Context: an optimization exercise on an open-source flow, tuned for small area, a short achievable clock period and few clock cycles per item. The choices shown serve that exercise and are no tape-out recipe. Only simulation tests tie the RTL to the original design; equivalence was not proved.

==> flow/design.v <==
module tc_norm16 (
    input  wire [15:0] x,
    output wire [15:0] xn,
    output wire [3:0]  lz
);
    wire [15:0] s3 = (x[15:8]  == 8'd0) ? {x[7:0], 8'd0}   : x;
    wire [15:0] s2 = (s3[15:12] == 4'd0) ? {s3[11:0], 4'd0} : s3;
    wire [15:0] s1 = (s2[15:14] == 2'd0) ? {s2[13:0], 2'd0} : s2;
    wire [15:0] s0 = (s1[15] == 1'b0)    ? {s1[14:0], 1'b0} : s1;
    assign xn = s0;
    assign lz = {x[15:8] == 8'd0, s3[15:12] == 4'd0, s2[15:14] == 2'd0, s1[15] == 1'b0};
endmodule
module tc_norm23 (
    input  wire [22:0] x,
    output wire [22:0] xn,
    output wire [4:0]  lz
);
    wire [22:0] s4 = (x[22:7]   == 16'd0) ? {x[6:0], 16'd0}  : x;
    wire [22:0] s3 = (s4[22:15] == 8'd0)  ? {s4[14:0], 8'd0} : s4;
    wire [22:0] s2 = (s3[22:19] == 4'd0)  ? {s3[18:0], 4'd0} : s3;
    wire [22:0] s1 = (s2[22:21] == 2'd0)  ? {s2[20:0], 2'd0} : s2;
    wire [22:0] s0 = (s1[22] == 1'b0)     ? {s1[21:0], 1'b0} : s1;
    assign xn = s0;
    assign lz = {x[22:7] == 16'd0, s4[22:15] == 8'd0, s3[22:19] == 4'd0,
                 s2[22:21] == 2'd0, s1[22] == 1'b0};
endmodule
module tc_abs16 (
    input  wire [15:0] x,
    output wire [15:0] m
);
    wire [15:0] low;
    genvar i;
    generate for (i = 0; i < 16; i = i + 1) begin : g_low
        if (i == 0) begin : g0
            assign low[i] = 1'b0;
        end else begin : gi
            assign low[i] = |x[i-1:0];
        end
    end endgenerate
    assign m = x ^ ({16{x[15]}} & low);
endmodule
module tc_add #(parameter integer N = 16) (
    input  wire [N-1:0] a,
    input  wire [N-1:0] b,
    output wire [N-1:0] s
);
    localparam integer TOPD = (N > 64) ? 32 : (N > 32) ? 16 : (N > 16) ? 8 : (N > 8) ? 4 : (N > 4) ? 2 : 1;
    wire [N-1:0] g0 = a & b;
    wire [N-1:0] p0 = a ^ b;
    reg  [N-1:0] G, P;
    integer i, d;
    always @(*) begin
        G = g0;
        P = p0;
        for (d = 1; d < N; d = d * 2)
            for (i = 2*d - 1; i < N; i = i + 2*d) begin
                G[i] = G[i] | (P[i] & G[i-d]);
                P[i] = P[i] & P[i-d];
            end
        for (d = TOPD; d >= 1; d = d / 2)
            for (i = 3*d - 1; i < N; i = i + 2*d) begin
                G[i] = G[i] | (P[i] & G[i-d]);
                P[i] = P[i] & P[i-d];
            end
    end
    assign s = p0 ^ {G[N-2:0], 1'b0};
endmodule
module tc_eac20 (
    input  wire [19:0] a,
    input  wire [19:0] b,
    output wire [19:0] s
);
    localparam integer N = 20;
    wire [N-1:0] g0 = a & b;
    wire [N-1:0] p0 = a ^ b;
    reg  [N-1:0] G, P;
    integer i, d;
    always @(*) begin
        G = g0;
        P = p0;
        for (d = 1; d < N; d = d * 2)
            for (i = 2*d - 1; i < N; i = i + 2*d) begin
                G[i] = G[i] | (P[i] & G[i-d]);
                P[i] = P[i] & P[i-d];
            end
        for (d = 8; d >= 1; d = d / 2)
            for (i = 3*d - 1; i < N; i = i + 2*d) begin
                G[i] = G[i] | (P[i] & G[i-d]);
                P[i] = P[i] & P[i-d];
            end
    end
    wire         wrap = G[N-1] | P[N-1];
    wire [N-1:0] c    = {G[N-2:0], 1'b0} | ({P[N-2:0], 1'b1} & {N{wrap}});
    assign s = p0 ^ c;
endmodule
module tc_inc #(parameter integer N = 16) (
    input  wire [N-1:0] a,
    input  wire         cin,
    output wire [N-1:0] s
);
    wire [N-1:0] c;
    genvar i;
    generate for (i = 0; i < N; i = i + 1) begin : g_c
        if (i == 0) begin : g0
            assign c[i] = cin;
        end else begin : gi
            assign c[i] = cin & (&a[i-1:0]);
        end
    end endgenerate
    assign s = a ^ c;
endmodule
module tc_mod31 (
    input  wire [16:0] x,
    output wire [4:0]  m
);
    wire [6:0] s = {2'd0, x[4:0]} + {2'd0, x[9:5]} + {2'd0, x[14:10]} + {5'd0, x[16:15]};
    wire [5:0] t = {1'b0, s[4:0]} + {4'd0, s[6:5]};
    assign m = t[4:0] + {4'd0, t[5]};
endmodule
module tc_mod15 (
    input  wire [16:0] x,
    output wire [3:0]  m
);
    wire [5:0] s = {2'd0, x[3:0]} + {2'd0, x[7:4]} + {2'd0, x[11:8]} + {2'd0, x[15:12]} + {5'd0, x[16]};
    wire [4:0] t = {1'b0, s[3:0]} + {3'd0, s[5:4]};
    assign m = t[3:0] + {3'd0, t[4]};
endmodule
module tc_int (
    input  wire        clk,
    input  wire [15:0] x,
    output wire [63:0] f
);
    parameter integer E0  = 0;
    parameter integer SGN = 0;
    reg  [15:0] x1, x2;
    always @(posedge clk) begin
        x1 <= x;
        x2 <= x1;
    end
    wire [15:0] m;
    generate if (SGN) begin : g_s
        tc_abs16 u_a (.x(x2), .m(m));
    end else begin : g_u
        assign m = x2;
    end endgenerate
    wire [15:0] mn;
    wire [3:0]  lz;
    tc_norm16 u_n (.x(m), .xn(mn), .lz(lz));
    reg  [15:0] mn3;
    reg  [3:0]  lz3;
    reg         sg3;
    always @(posedge clk) begin
        mn3 <= mn; lz3 <= lz; sg3 <= (SGN != 0) & x2[15];
    end
    wire [10:0] ex = 11'd1038 + E0 - {7'd0, lz3};
    assign f = {sg3, ex & {11{mn3[15]}}, mn3[14:0], 37'd0};
endmodule
module tc_f32 (
    input  wire        clk,
    input  wire [31:0] x,
    output wire [63:0] f
);
    reg  [31:0] w1, w;
    always @(posedge clk) begin
        w1 <= x;
        w  <= w1;
    end
    wire        s  = w[31];
    wire [7:0]  e  = w[30:23];
    wire [22:0] fr = w[22:0];
    wire [22:0] fn;
    wire [4:0]  lz;
    tc_norm23 u_n (.x(fr), .xn(fn), .lz(lz));
    wire        sub = (e == 8'd0);
    wire [10:0] ex  = sub ? (11'd896 - {6'd0, lz}) : ({3'd0, e} + 11'd896);
    reg  [63:0] r;
    always @(*) begin
        if (e == 8'hFF)       r = {s, 11'h7FF, fr, 29'd0};
        else if (!sub)        r = {s, ex, fr, 29'd0};
        else if (fn[22])      r = {s, ex, fn[21:0], 30'd0};
        else                  r = {s, 63'd0};
    end
    reg  [34:0] r3;
    always @(posedge clk) r3 <= r[63:29];
    assign f = {r3, 29'd0};
endmodule
module tc_div155 (
    input  wire        clk,
    input  wire [15:0] x,
    output wire [63:0] f
);
    parameter integer E0 = 0;
    function [4:0] t_b31(input [4:0] v);
        reg [159:0] t;
        begin
            t = {
                5'h0,
                5'h6,
                5'hc,
                5'h12,
                5'h18,
                5'h1e,
                5'h5,
                5'hb,
                5'h11,
                5'h17,
                5'h1d,
                5'h4,
                5'ha,
                5'h10,
                5'h16,
                5'h1c,
                5'h3,
                5'h9,
                5'hf,
                5'h15,
                5'h1b,
                5'h2,
                5'h8,
                5'he,
                5'h14,
                5'h1a,
                5'h1,
                5'h7,
                5'hd,
                5'h13,
                5'h19,
                5'h0};
            t_b31 = t[5*v +: 5];
        end
    endfunction
    function [3:0] t_n5(input [3:0] v);
        reg [63:0] t;
        begin
            t = {
                4'h0,
                4'hc,
                4'h9,
                4'h6,
                4'h3,
                4'h0,
                4'hc,
                4'h9,
                4'h6,
                4'h3,
                4'h0,
                4'hc,
                4'h9,
                4'h6,
                4'h3,
                4'h0};
            t_n5 = t[4*v +: 4];
        end
    endfunction
    wire [15:0] xn;
    wire [3:0]  lz;
    tc_norm16 u_n (.x(x), .xn(xn), .lz(lz));
    reg  [15:0] xn1;
    reg  [3:0]  lz1;
    always @(posedge clk) begin
        xn1 <= xn; lz1 <= lz;
    end
    wire        hi = xn1 >= 16'd39680;
    wire [4:0]  m31;
    wire [3:0]  m15;
    tc_mod31 u_m31 (.x({1'b0, xn1}), .m(m31));
    tc_mod15 u_m15 (.x({1'b0, xn1}), .m(m15));
    wire [4:0]  c31 = hi ? m31 : {m31[3:0], m31[4]};
    wire [3:0]  c15 = hi ? m15 : {m15[2:0], m15[3]};
    reg  [4:0]  b2;
    reg  [3:0]  n2, lz2;
    reg  [7:0]  xl2;
    reg         hi2, nz2;
    always @(posedge clk) begin
        b2 <= t_b31(c31); n2 <= t_n5(c15);
        xl2 <= hi ? xn1[7:0] : {xn1[6:0], 1'b0};
        lz2 <= lz1; hi2 <= hi; nz2 <= xn1[15];
    end
    wire [19:0] w;
    tc_eac20 u_w (.a({n2, n2, n2, n2, n2}), .b({b2, b2, b2, b2}), .s(w));
    wire [7:0]  q = w[7:0] - xl2 + {xl2[5:0], 2'd0} + {xl2[3:0], 4'd0} + {xl2[0], 7'd0};
    reg  [19:0] w3;
    reg  [7:0]  q3;
    reg  [3:0]  lz3;
    reg         hi3, nz3;
    always @(posedge clk) begin
        w3 <= w; q3 <= q; lz3 <= lz2; hi3 <= hi2; nz3 <= nz2;
    end
    wire [23:0] tl;
    tc_inc #(.N(24)) u_r (.a({w3, w3[19:16]}), .cin(w3[15]), .s(tl));
    wire [10:0] ex = 11'd1030 + E0 + {10'd0, hi3} - {7'd0, lz3};
    assign f = {1'b0, ex & {11{nz3}}, q3, w3, tl};
endmodule
module tc_div100 (
    input  wire        clk,
    input  wire [15:0] x,
    output wire [63:0] f
);
    wire [15:0] m;
    tc_abs16 u_a (.x(x), .m(m));
    wire [15:0] xn;
    wire [3:0]  lz;
    tc_norm16 u_n (.x(m), .xn(xn), .lz(lz));
    reg  [15:0] xn1;
    reg  [3:0]  lz1;
    reg         sg1;
    always @(posedge clk) begin
        xn1 <= xn; lz1 <= lz; sg1 <= x[15];
    end
    wire        hi  = xn1 >= 16'd51200;
    wire [19:0] x0  = {4'd0, xn1};
    wire [19:0] t0  = ~x0;
    wire [19:0] t1  = ~{x0[16:0], x0[19:17]};
    wire [19:0] t2  = ~{x0[14:0], x0[19:15]};
    wire [19:0] t3  = {x0[9:0], x0[19:10]};
    wire [19:0] t4  = {x0[6:0], x0[19:7]};
    wire [19:0] t5  = {x0[4:0], x0[19:5]};
    wire [19:0] a1  = t0 ^ t1 ^ t2;
    wire [19:0] b1m = (t0 & t1) | (t0 & t2) | (t1 & t2);
    wire [19:0] b1  = {b1m[18:0], b1m[19]};
    wire [19:0] a2  = t3 ^ t4 ^ t5;
    wire [19:0] b2m = (t3 & t4) | (t3 & t5) | (t4 & t5);
    wire [19:0] b2  = {b2m[18:0], b2m[19]};
    wire [19:0] a3  = a1 ^ b1 ^ a2;
    wire [19:0] b3m = (a1 & b1) | (a1 & a2) | (b1 & a2);
    wire [19:0] b3  = {b3m[18:0], b3m[19]};
    wire [19:0] a4  = a3 ^ b3 ^ b2;
    wire [19:0] b4m = (a3 & b3) | (a3 & b2) | (b3 & b2);
    wire [19:0] b4  = {b4m[18:0], b4m[19]};
    wire [19:0] wn;
    tc_eac20 u_w (.a(a4), .b(b4), .s(wn));
    wire [19:0] w   = hi ? wn : {wn[18:0], wn[19]};
    wire [10:0] xs  = xn1[10:0] + {xn1[7:0], 3'd0} + {xn1[5:0], 5'd0} + {xn1[0], 10'd0};
    wire [10:0] xq  = hi ? xs : {xs[9:0], 1'b0};
    reg  [19:0] w2, w3;
    reg  [10:0] xq2, q3;
    reg  [20:0] tl3;
    reg  [3:0]  lz2, lz3;
    reg         hi2, nz2, sg2, hi3, nz3, sg3;
    wire [20:0] tl;
    tc_inc #(.N(21)) u_r (.a({w2, w2[19]}), .cin(w2[18]), .s(tl));
    always @(posedge clk) begin
        w2 <= w;  xq2 <= xq; lz2 <= lz1; hi2 <= hi; nz2 <= xn1[15]; sg2 <= sg1;
        w3 <= w2; q3 <= w2[10:0] + xq2; tl3 <= tl; lz3 <= lz2; hi3 <= hi2; nz3 <= nz2; sg3 <= sg2;
    end
    wire [10:0] ex = 11'd1031 + {10'd0, hi3} - {7'd0, lz3};
    assign f = {sg3, ex & {11{nz3}}, q3, w3, tl3};
endmodule
module tc_div31 (
    input  wire        clk,
    input  wire [15:0] x,
    input  wire        sgn,
    output wire [63:0] f
);
    function [4:0] t_w31(input [4:0] v);
        reg [159:0] t;
        begin
            t = {
                5'h0,
                5'h1a,
                5'h15,
                5'h10,
                5'hb,
                5'h6,
                5'h1,
                5'h1b,
                5'h16,
                5'h11,
                5'hc,
                5'h7,
                5'h2,
                5'h1c,
                5'h17,
                5'h12,
                5'hd,
                5'h8,
                5'h3,
                5'h1d,
                5'h18,
                5'h13,
                5'he,
                5'h9,
                5'h4,
                5'h1e,
                5'h19,
                5'h14,
                5'hf,
                5'ha,
                5'h5,
                5'h0};
            t_w31 = t[5*v +: 5];
        end
    endfunction
    function [3:0] t_r31(input [4:0] v);
        reg [127:0] t;
        begin
            t = {
                4'h0,
                4'hd,
                4'hb,
                4'h8,
                4'h6,
                4'h3,
                4'h1,
                4'he,
                4'hb,
                4'h9,
                4'h6,
                4'h4,
                4'h1,
                4'he,
                4'hc,
                4'h9,
                4'h7,
                4'h4,
                4'h2,
                4'hf,
                4'hc,
                4'ha,
                4'h7,
                4'h5,
                4'h2,
                4'hf,
                4'hd,
                4'ha,
                4'h8,
                4'h5,
                4'h3,
                4'h0};
            t_r31 = t[4*v +: 4];
        end
    endfunction
    wire [15:0] xn;
    wire [3:0]  lz;
    tc_norm16 u_n (.x(x), .xn(xn), .lz(lz));
    reg  [15:0] xn1;
    reg  [3:0]  lz1;
    reg         sg1;
    always @(posedge clk) begin
        xn1 <= xn; lz1 <= lz; sg1 <= sgn;
    end
    wire        hi  = xn1 >= 16'd50791;
    wire [4:0]  m31;
    tc_mod31 u_m31 (.x({1'b0, xn1}), .m(m31));
    wire [4:0]  c31 = hi ? m31 : {m31[3:0], m31[4]};
    wire [12:0] xl  = xn1[12:0];
    wire [12:0] xs  = xl + {xl[10:0], 2'd0} + {xl[7:0], 5'd0}
                    + {xl[5:0], 7'd0} + {xl[2:0], 10'd0} + {xl[0], 12'd0};
    wire [12:0] xq  = hi ? xs : {xs[11:0], 1'b0};
    reg  [12:0] xq2;
    reg  [4:0]  w2;
    reg  [3:0]  wr2, lz2;
    reg         hi2, nz2, sg2;
    always @(posedge clk) begin
        xq2 <= xq; w2 <= t_w31(c31); wr2 <= t_r31(c31);    
        lz2 <= lz1; hi2 <= hi; nz2 <= xn1[15]; sg2 <= sg1;
    end
    reg  [12:0] q3;
    reg  [4:0]  w3;
    reg  [3:0]  wr3, lz3;
    reg         hi3, nz3, sg3;
    always @(posedge clk) begin
        q3 <= {w2[2:0], w2, w2} - xq2; w3 <= w2; wr3 <= wr2;
        lz3 <= lz2; hi3 <= hi2; nz3 <= nz2; sg3 <= sg2;
    end
    wire [10:0] ex = 11'd1036 + {10'd0, hi3} - {7'd0, lz3};
    assign f = {sg3, ex & {11{nz3}}, q3, w3, w3, w3, w3, w3, w3, w3, wr3};
endmodule
module tc_q125 (
    input  wire [8:0]  s,
    input  wire        hi,
    input  wire [16:0] qp,
    output wire [51:0] fr
);
    function [42:0] t_f0(input [3:0] v);
        reg [687:0] t;
        begin
            t = {
                43'h72b020c51c,
                43'h624dd2f22a,
                43'h51eb851f38,
                43'h4189374c47,
                43'h3126e97955,
                43'h20c49ba663,
                43'h10624dd372,
                43'h80,
                43'he5604189b7,
                43'hc49ba5e3d4,
                43'ha3d70a3df1,
                43'h83126e980d,
                43'h624dd2f22a,
                43'h4189374c47,
                43'h20c49ba663,
                43'h80};
            t_f0 = t[43*v +: 43];
        end
    endfunction
    function [42:0] t_f1(input [3:0] v);
        reg [687:0] t;
        begin
            t = {
                43'h395810624dd,
                43'h3126e978d50,
                43'h28f5c28f5c3,
                43'h20c49ba5e35,
                43'h189374bc6a8,
                43'h10624dd2f1b,
                43'h83126e978d,
                43'h0,
                43'h72b020c49ba,
                43'h624dd2f1aa0,
                43'h51eb851eb85,
                43'h4189374bc6a,
                43'h3126e978d50,
                43'h20c49ba5e35,
                43'h10624dd2f1b,
                43'h0};
            t_f1 = t[43*v +: 43];
        end
    endfunction
    function [42:0] t_f2(input [3:0] v);
        reg [687:0] t;
        begin
            t = {
                43'h4ac083126e9,
                43'h9374bc6a7f,
                43'h47ae147ae14,
                43'h624dd2f1aa,
                43'h449ba5e353f,
                43'h3126e978d5,
                43'h4189374bc6a,
                43'h0,
                43'h15810624dd3,
                43'h126e978d4fe,
                43'hf5c28f5c29,
                43'hc49ba5e354,
                43'h9374bc6a7f,
                43'h624dd2f1aa,
                43'h3126e978d5,
                43'h0};
            t_f2 = t[43*v +: 43];
        end
    endfunction
    function [16:0] t_q0(input [3:0] v);
        reg [271:0] t;
        begin
            t = {
                17'h1b22d,
                17'h12b02,
                17'ha3d7,
                17'h1cac,
                17'h19581,
                17'h10e56,
                17'h872b,
                17'h0,
                17'h1645a,
                17'h5604,
                17'h147ae,
                17'h3958,
                17'h12b02,
                17'h1cac,
                17'h10e56,
                17'h0};
            t_q0 = t[17*v +: 17];
        end
    endfunction
    function [16:0] t_q1(input [3:0] v);
        reg [271:0] t;
        begin
            t = {
                17'h19168,
                17'h15810,
                17'h11eb8,
                17'he560,
                17'hac08,
                17'h72b0,
                17'h3958,
                17'h0,
                17'h122d0,
                17'hb020,
                17'h3d70,
                17'h1cac0,
                17'h15810,
                17'he560,
                17'h72b0,
                17'h0};
            t_q1 = t[17*v +: 17];
        end
    endfunction
    function [16:0] t_q2(input [3:0] v);
        reg [271:0] t;
        begin
            t = {
                17'h8b40,
                17'hc080,
                17'hf5c0,
                17'h12b00,
                17'h16040,
                17'h19580,
                17'h1cac0,
                17'h0,
                17'h11680,
                17'h18100,
                17'h1eb80,
                17'h5600,
                17'hc080,
                17'h12b00,
                17'h19580,
                17'h0};
            t_q2 = t[17*v +: 17];
        end
    endfunction
    wire [42:0] f0 = t_f0({hi, s[2:0]});
    wire [42:0] f1 = t_f1({hi, s[5:3]});
    wire [42:0] f2 = t_f2({hi, s[8:6]});
    wire [42:0] fa = f0 ^ f1 ^ f2;
    wire [42:0] fb = {(f0[41:0] & f1[41:0]) | (f0[41:0] & f2[41:0]) | (f1[41:0] & f2[41:0]), 1'b0};
    wire [42:0] fs;
    tc_add #(.N(43)) u_f (.a(fa), .b(fb), .s(fs));
    wire [2:0]  c;
    tc_c125 u_c (.s(s), .hi(hi), .c(c));
    wire [16:0] q = qp + t_q0({hi, s[2:0]}) + t_q1({hi, s[5:3]}) + t_q2({hi, s[8:6]}) + {14'd0, c};
    assign fr = {q, fs[42:8]};
endmodule
module tc_c125 (
    input  wire [8:0] s,
    input  wire       hi,
    output wire [2:0] c
);
    wire a63 = s >= 9'd63, a125 = s >= 9'd125, a188 = s >= 9'd188, a250 = s >= 9'd250;
    assign c = hi ? {1'b0, a250, a125 & ~a250}
                  : {a250, a125 & ~a250, (a63 & ~a125) | (a188 & ~a250)};
endmodule
module tc_mag (
    input  wire        clk,
    input  wire [15:0] x,
    output wire [63:0] f
);
    wire [15:0] m;
    tc_abs16 u_a (.x(x), .m(m));
    wire [15:0] xn;
    wire [3:0]  lz;
    tc_norm16 u_n (.x(m), .xn(xn), .lz(lz));
    reg  [15:0] xn1;
    reg  [3:0]  lz1;
    reg         sg1;
    always @(posedge clk) begin
        xn1 <= xn; lz1 <= lz; sg1 <= x[15];
    end
    wire        hi = xn1 >= 16'd55919;
    wire [6:0]  e0 = xn1[6:0];
    wire [6:0]  e1 = xn1[13:7];
    wire [1:0]  e2 = xn1[15:14];
    wire [12:0] sy = {1'b0, e0, 5'd0} + {3'd0, e0, 3'd0} + {4'd0, e0, 2'd0} - {6'd0, e0}
                   + {4'd0, e1, 2'd0} + {8'd0, e2, 3'd0} + {9'd0, e2, 2'd0};
    wire [8:0]  sr = {2'd0, sy[6:0]} + {3'd0, sy[12:7]} + {2'd0, sy[12:7], 1'b0};
    wire [16:0] xq = {1'b0, xn1};
    wire [16:0] qm = xq + {xq[13:0], 3'd0} - {xq[10:0], 6'd0} - {xq[6:0], 10'd0}
                   + {xq[4:0], 12'd0} + {xq[2:0], 14'd0} + {xq[0], 16'd0};
    reg  [8:0]  s2;
    reg  [16:0] qp2;
    reg  [3:0]  lz2;
    reg         hi2, nz2, sg2;
    always @(posedge clk) begin
        s2  <= sr;
        qp2 <= hi ? qm : {qm[15:0], 1'b0};
        lz2 <= lz1; hi2 <= hi; nz2 <= xn1[15]; sg2 <= sg1;
    end
    wire [51:0] fr;
    tc_q125 u_q (.s(s2), .hi(hi2), .qp(qp2), .fr(fr));
    reg  [51:0] fr3;
    reg  [3:0]  lz3;
    reg         hi3, nz3, sg3;
    always @(posedge clk) begin
        fr3 <= fr; lz3 <= lz2; hi3 <= hi2; nz3 <= nz2; sg3 <= sg2;
    end
    wire [10:0] ex = 11'd1035 + {10'd0, hi3} - {7'd0, lz3};
    assign f = {sg3, ex & {11{nz3}}, fr3};
endmodule
module tc_kpa (
    input  wire        clk,
    input  wire [31:0] x,
    output wire [63:0] f
);
    wire        s  = x[31];
    wire [7:0]  e  = x[30:23];
    wire [22:0] fr = x[22:0];
    wire [22:0] fn;
    wire [4:0]  lz;
    tc_norm23 u_n (.x(fr), .xn(fn), .lz(lz));
    wire        sub = (e == 8'd0);
    wire [10:0] ex  = sub ? (11'd886 - {6'd0, lz}) : ({3'd0, e} + 11'd886);
    reg  [23:0] m1;
    reg  [10:0] ex1;
    reg         s1, inf1, nan1, zer1;
    always @(posedge clk) begin
        m1   <= sub ? {fn, 1'b0} : {1'b1, fr};
        ex1  <= ex;
        s1   <= s;
        inf1 <= (e == 8'hFF);
        nan1 <= (fr != 23'd0);
        zer1 <= sub & ~fn[22];
    end
    wire        hi = m1 >= 24'd16384000;
    wire [2:0]  d3 = m1[23:21];
    reg  [7:0]  d3w;
    always @(*) begin
        case (d3)      
            3'd1: d3w = 8'd27;  3'd2: d3w = 8'd54;  3'd3: d3w = 8'd81;
            3'd4: d3w = 8'd108; 3'd5: d3w = 8'd135; 3'd6: d3w = 8'd162;
            3'd7: d3w = 8'd189; default: d3w = 8'd0;
        endcase
    end
    wire [11:0] sy = {5'd0, m1[6:0]} + {5'd0, m1[13:7]} + {4'd0, m1[13:7], 1'b0}
                   + {5'd0, m1[20:14]} + {2'd0, m1[20:14], 3'd0} + {4'd0, d3w};
    wire [7:0]  sr = {1'b0, sy[6:0]} + {3'd0, sy[11:7]} + {2'd0, sy[11:7], 1'b0};
    wire [16:0] yl = m1[16:0];
    wire [16:0] qm = yl + {yl[14:0], 2'd0} + {yl[12:0], 4'd0} - {yl[10:0], 6'd0}
                   + {yl[8:0], 8'd0} - {yl[5:0], 11'd0} - {yl[1:0], 15'd0};
    reg  [7:0]  s2;
    reg         hi2;
    reg  [16:0] qp2;
    reg  [10:0] ex2;
    reg         sg2, inf2, nan2, zer2;
    always @(posedge clk) begin
        s2  <= sr;
        hi2 <= hi;
        qp2 <= hi ? qm : {qm[15:0], 1'b0};
        ex2 <= ex1 + {10'd0, hi};
        sg2 <= s1; inf2 <= inf1; nan2 <= nan1; zer2 <= zer1;
    end
    wire [51:0] fq;
    tc_q125 u_q (.s({1'b0, s2}), .hi(hi2), .qp(qp2), .fr(fq));
    reg  [62:0] r3;
    reg         sg3;
    always @(posedge clk) begin
        sg3 <= sg2;
        r3  <= inf2 ? {11'h7FF, nan2, 51'd0} : zer2 ? 63'd0 : {ex2, fq};
    end
    assign f = {sg3, r3};
endmodule
module tslfs_convert (
    input  wire          clk,
    input  wire          rst,           
    input  wire          in_valid,
    output wire          in_ready,
    input  wire [511:0]  in_record,     
    output reg           out_valid,     
    output wire [1535:0] out_phys       
);
    assign in_ready = 1'b1;
    reg v1, v2;
    always @(posedge clk) begin
        v1        <= in_valid & ~rst;
        v2        <= v1 & ~rst;
        out_valid <= v2 & ~rst;
    end
    wire [511:0] r = in_record;
    tc_div155 #(.E0(-1)) u0 (.clk(clk), .x(r[8*2 +: 16]), .f(out_phys[64*0 +: 64]));
    tc_div155 #(.E0(0))  u1 (.clk(clk), .x(r[8*4 +: 16]), .f(out_phys[64*1 +: 64]));
    tc_div155 #(.E0(-1)) u2 (.clk(clk), .x(r[8*6 +: 16]), .f(out_phys[64*2 +: 64]));
    tc_div155 #(.E0(-1)) u3 (.clk(clk), .x(r[8*8 +: 16]), .f(out_phys[64*3 +: 64]));
    tc_div31 u4 (.clk(clk), .x(r[8*10 +: 16]), .sgn(1'b0), .f(out_phys[64*4 +: 64]));
    wire [15:0] at     = r[8*12 +: 16];
    wire        at_neg = at < 16'd155;
    wire [15:0] at_mag = at_neg ? {8'd0, 8'd155 - at[7:0]} : at - 16'd155;
    tc_div31 u5 (.clk(clk), .x(at_mag), .sgn(at_neg), .f(out_phys[64*5 +: 64]));
    tc_f32 u6  (.clk(clk), .x(r[8*40 +: 32]), .f(out_phys[64*6  +: 64]));
    tc_f32 u9  (.clk(clk), .x(r[8*48 +: 32]), .f(out_phys[64*9  +: 64]));
    tc_kpa u10 (.clk(clk), .x(r[8*52 +: 32]), .f(out_phys[64*10 +: 64]));
    tc_f32 u11 (.clk(clk), .x(r[8*56 +: 32]), .f(out_phys[64*11 +: 64]));
    tc_f32 u12 (.clk(clk), .x(r[8*44 +: 32]), .f(out_phys[64*12 +: 64]));
    tc_int #(.E0(-1)) u7 (.clk(clk), .x({7'd0, r[8*14 +: 8], r[8*15 +: 8] != 8'd0}),
                          .f(out_phys[64*7 +: 64]));
    tc_div100 u8 (.clk(clk), .x(r[8*16 +: 16]), .f(out_phys[64*8 +: 64]));
    tc_int u13 (.clk(clk), .x(r[8*36 +: 16]), .f(out_phys[64*13 +: 64]));
    tc_int u14 (.clk(clk), .x(r[8*38 +: 16]), .f(out_phys[64*14 +: 64]));
    tc_int #(.SGN(1)) u15 (.clk(clk), .x(r[8*18 +: 16]), .f(out_phys[64*15 +: 64]));
    tc_int #(.SGN(1)) u16 (.clk(clk), .x(r[8*20 +: 16]), .f(out_phys[64*16 +: 64]));
    tc_int #(.SGN(1)) u17 (.clk(clk), .x(r[8*22 +: 16]), .f(out_phys[64*17 +: 64]));
    tc_int #(.SGN(1)) u18 (.clk(clk), .x(r[8*24 +: 16]), .f(out_phys[64*18 +: 64]));
    tc_int #(.SGN(1)) u19 (.clk(clk), .x(r[8*26 +: 16]), .f(out_phys[64*19 +: 64]));
    tc_int #(.SGN(1)) u20 (.clk(clk), .x(r[8*28 +: 16]), .f(out_phys[64*20 +: 64]));
    tc_mag u21 (.clk(clk), .x(r[8*30 +: 16]), .f(out_phys[64*21 +: 64]));
    tc_mag u22 (.clk(clk), .x(r[8*32 +: 16]), .f(out_phys[64*22 +: 64]));
    tc_mag u23 (.clk(clk), .x(r[8*34 +: 16]), .f(out_phys[64*23 +: 64]));
endmodule
==> flow/flow/run.sh <==
#!/bin/bash
# The standard layout (the standard.sh: ORFS from the standard synthesis to
# the final layout), except that the ports are buffered with the small
# sky130_fd_sc_hd__buf_1 instead of the resizer's default buffer.
set -e
export BUFFER_PORTS_ARGS="-buffer_cell sky130_fd_sc_hd__buf_1"
bash standard.sh > standard.log 2>&1
==> flow/standard.sh <==
#!/bin/bash
# synth_recipe.tcl (not shown) runs the flow's synth.tcl, then flattens the netlist and writes it again
# the make line also repeats each setting of config.mk as NAME=value (left out here)
make -C /OpenROAD-flow-scripts/flow DESIGN_CONFIG=/design/flow/config.mk WORK_HOME=/design/flow/orfs CLKGATE_MAP_FILE= SYNTH_SCRIPT=/design/flow/synth_recipe.tcl "${@:-finish}"
==> flow/config.mk <==
export PLATFORM = sky130hd
export DESIGN_NAME = tslfs_convert
export DESIGN_NICKNAME = tslfs_convert
export VERILOG_FILES = /design/flow/design.v
export SDC_FILE = /design/flow/constraint.sdc
export NUM_CORES = 4
export LEC_CHECK = 0
export CAP_MARGIN = 20
export CORE_AREA = 10 10 590 590
export DIE_AREA = 0 0 600 600
export SETUP_SLACK_MARGIN = 5
export SLEW_MARGIN = 20
==> flow/constraint.sdc <==
create_clock -name core_clock -period 12.0 [get_ports {clk}]
set_input_delay 2.4000 -clock core_clock [delete_from_list [all_inputs] [get_ports {clk}]]
set_output_delay 2.4000 -clock core_clock [all_outputs]
set_load 0.01 [all_outputs]
==> results_dict.tcl <==
set metrics [dict create \
    timing.critical_path.slowest_cell_delay_ns 1.04 \
    run_status "finished clean" \
    asr_flop_ratio_synth 0 \
    number_of_cells_on_the_worst_reg_to_reg_path 18 \
    syn_avg_cell_area_sq_um 8.85 \
    dpl_cell_area_sq_mm 0.136 \
    finalSetupViolations 0 \
    max_freq_ghz 0.148 \
    sequential_cell_area_sq_mm 0.0384 \
    routed-via-count 106086 \
    cp_data_arrival_time_ns 7.48 \
    design.core.area_sq_mm 0.334 \
    final.setup.tns_ns 0 \
    end_kind "flip-flop" \
    finalHoldViolCount 0 \
    ys.flop_type "dfxtp_1" \
    worst_slack_ns 5.25 \
    hold_depth 0 \
    final_period_minus_worst_setup_slack_ns 6.75 \
    slowest_stage "o41ai_1" \
    number_of_remaining_drc_errors 0 \
    startpoint_to_endpoint_class_of_the_critical_path "reg2reg" \
    critical_path.startpoint_type "flip-flop" \
    cap_violations 0 \
    dpl_worst_slack_ns 4.16 \
    synth_top_cell_area_share 0.296 \
    grt_first_pass_wirelength_microns 662000 \
    finish.instance_area_sq_mm 0.144 \
    gp_congestion 0.988 \
    timing.final.crit_share 0.562 \
    multi_input_area_sq_mm 0.0804 \
    yosys_register_bits 1919 \
    deepest_clock_path_buffer_count 4 \
    clock_latency_ns 0.94 \
    timing.max_slew.rel_slack 0.194 \
    drv_slew 0 \
    chipWidth_microns 600 \
    initial_utilization 0.388 \
    std_cell_rows 212 \
    overflow_left_after_global_routing 0 \
    cts_made_buffers 213 \
    required_ns 12.73 \
    worst_pin_slew_ns 1.20 \
    clock_tree_from_tritoncts "yes" \
    setup_skew_ns 0.0618 \
    worst_hold_path_type "reg2reg" \
    synth.area.top_cells "dfxtp_1 30%, ha_1 11%, fa_1 10%" \
    dr.pass1.iters 7 \
    mappedNetlistArea_sq_mm 0.130 \
    via_per_inst 5.20 \
    io_pins 2053 \
    crit_chain "inv_1 > ha_1 > nand2_1 > o21ai_0 > o21ai_0 > fa_1 > inv_1 > ha_1 > nand3b_1 > o41ai_1 > a21oi_1 > o21bai_1 > nand2_1 > a21oi_1 > nand2b_1 > a21o_1 > a21o_1 > fa_1" \
    io_buffer_count 1546 \
    final_layout_size_suffix_gt1_frac 0.0504 \
    top_cells_by_instance_count_after_synthesis "1919 x dfxtp_1, 1458 x inv_1, 1205 x nand2_1, 1170 x ha_1, 982 x a21oi_1" \
    grt_usage 0.240 \
    max_fanout_on_critical_path 10 \
    synth_most_common_cell "dfxtp_1" \
    synth_edf_count 0 \
    postRouteAntennaNets 0 \
    die_area_sq_mm 0.360 \
    cts_setup_buffers 0 \
    filler_cell_count 33340 \
    hold-worst-slack_ns 0.299 \
    rsz0062_at_grt "false" \
    grt_pass1_vias 100859 \
    synth.yosys.seq_area_share 0.296 \
    syn-instance-count 14665 \
    layout.nets 18126 \
    layout-area-overhead-vs-synth_pct 11.1 \
    clk_pin_slew_ns 0.06 \
    antenna_violations_before_repair 119 \
    yosysUniqueCellTypes 108 \
    clkSinkCount 1919 \
    yosysWarnings 14 \
    fp.dieH_microns 600 \
    place.detailed.hpwl_microns 384000 \
    grt_start_max_net_pins 94 \
    synth.largest_area_cell "dfxtp_1" \
    drt_iter0_drc 9668 \
    totalWireLength_microns 459000 \
    htree_num_levels 4 \
    clockRootBuffer "clkbuf_16" \
    post_drt_wl_per_cell_microns 22.5 \
]
[cells by family after synthesis]
kind of cell | count (synthesis) | share of synthesized area
AOI/OAI and AO/OA | 3248 | 0.156
xor gates and xnor gates | 877 | 0.0593
adders and majority gates | 1841 | 0.216
buffers and inverters | 2697 | 0.0998
DFF | 1919 | 0.296
muxes | 574 | 0.0479
other | 2 | 0.0000578
and+or+nand+nor | 3507 | 0.125
[final timing paths]
kind / start / slack [ns] / end
worst max-delay path: u23.s2[7] / 5.25 / u23.fr3[22]
worst min-delay path: u21.lz2[3] / 0.30 / u21.lz3[3]
worst max register to register: u23.s2[7] / 5.25 / u23.fr3[22]
worst min register to register: u21.lz2[3] / 0.30 / u21.lz3[3]
[critical path, delay by kind of cell (launching register included)]
kind                     cells  cell delay (ns)
AO/OA/AOI/OAI                8             2.91
adder cells (fa/ha/maj)      4             2.01
flip-flops                   1             0.70
AND/OR/NAND/NOR              4             0.59
buffers and inverters        2             0.34
[layout make-up]
| cell class | instances | share of cell area |
|---|---|---|
| Multi-Input combinational cell | 10522 | 0.557 |
| Clock inverter | 104 | 0.0109 |
| Tap cell | 4387 | 0.0381 |
| Clock buffer | 285 | 0.0421 |
| Antenna cell | 74 | 0.00128 |
| Timing Repair Buffer | 1641 | 0.0452 |
| Inverter | 1480 | 0.0385 |
| Sequential cell | 1919 | 0.267 |
[repair_timing]
item                                    CTS  global route
endpoints found under the setup margin    0            13
hold buffers                              0             0
gates resized for setup                   0             5
[stage by stage]
stage	util	std cells
global placement	0.408	19949
floorplan	-	15138
detailed placement	0.408	19949
CTS	0.431	20338
global route	0.431	20350
finish	0.431	20412
[cell usage in the layout (no fill, tap or decap), types with 37 or more instances in the layout]
cell	n
and2_1	156
a31oi_1	131
buf_1	1545
ha_1	1170
o211ai_1	81
nand3_1	234
clkbuf_8	40
a211oi_1	92
or3_1	48
nand2b_1	98
or4_1	62
o21a_1	95
o21bai_1	112
inv_1	1458
a21o_1	318
dfxtp_1	1912
conb_1	475
o22ai_1	51
a21boi_0	50
o31ai_1	95
nor4_1	72
nor2_1	957
clkbuf_16	216
xnor2_1	571
nor3_1	179
buf_4	95
diode_2	74
nor2b_1	132
nand2_1	1205
and3_1	99
xor2_1	303
a21oi_1	978
o41ai_1	40
or2_2	69
o21ai_0	803
mux2_2	125
nand4_1	91
mux2i_1	422
fa_1	664
a31o_2	37
[state kept, by name, summed over array words and instances, names as in the netlist, 20 cells and up]
register  cells
u21.fr3      52
u6.w         32
u11.w1       32
u2.w3        20
u8.tl3       21
u0.w3        20
u12.w        32
u12.r3       34
u23.fr3      52
u10.r3       63
u9.w1        32
u6.r3        34
u22.fr3      52
u9.w         32
u3.w3        20
u1.w3        20
u9.r3        34
u8.w2        20
u11.r3       34
u10.m1       24
u6.w1        32
u11.w        32
u12.w1       32
u8.w3        20
[metal layers]
layer | track usage | wire length (microns) | up-vias
met4 | 0.0715 | 14800 | 54
met1 | 0.345 | 210000 | 50203
li1 | - | - | 50973
met2 | 0.353 | 191000 | 4147
met3 | 0.0595 | 42800 | 709
met5 | 0 | 343 | -
Testbench counts, summed over its fixed seeds: cycles 824, items 800.

[port drivers added, routing unchanged]
Ports are ideal in the flow. The routed layout listed here was re-timed in OpenROAD. Step 1 (the two cells are an assumption about what drives the block):
set clk [get_ports {clk}]
set_driving_cell -lib_cell sky130_fd_sc_hd__clkbuf_16 $clk
set_driving_cell -lib_cell sky130_fd_sc_hd__buf_2 [delete_from_list [all_inputs] $clk]
Step 2 also shifts input and output timing later by t, the mid clock arrival at the registers, as if the neighbouring blocks saw the same clock. Three values: ideal, step 1, step 2; two values: the first two.
t (ns): 1.007
setup slack, ns: 5.250 / 5.250 / 4.292
latest minus earliest clock arrival (ns): 0.084 / 0.084
After both steps setup and hold are still met in this run. The setup slack of this run moves by 0.000 ns with the drivers and by -0.958 ns with both steps.
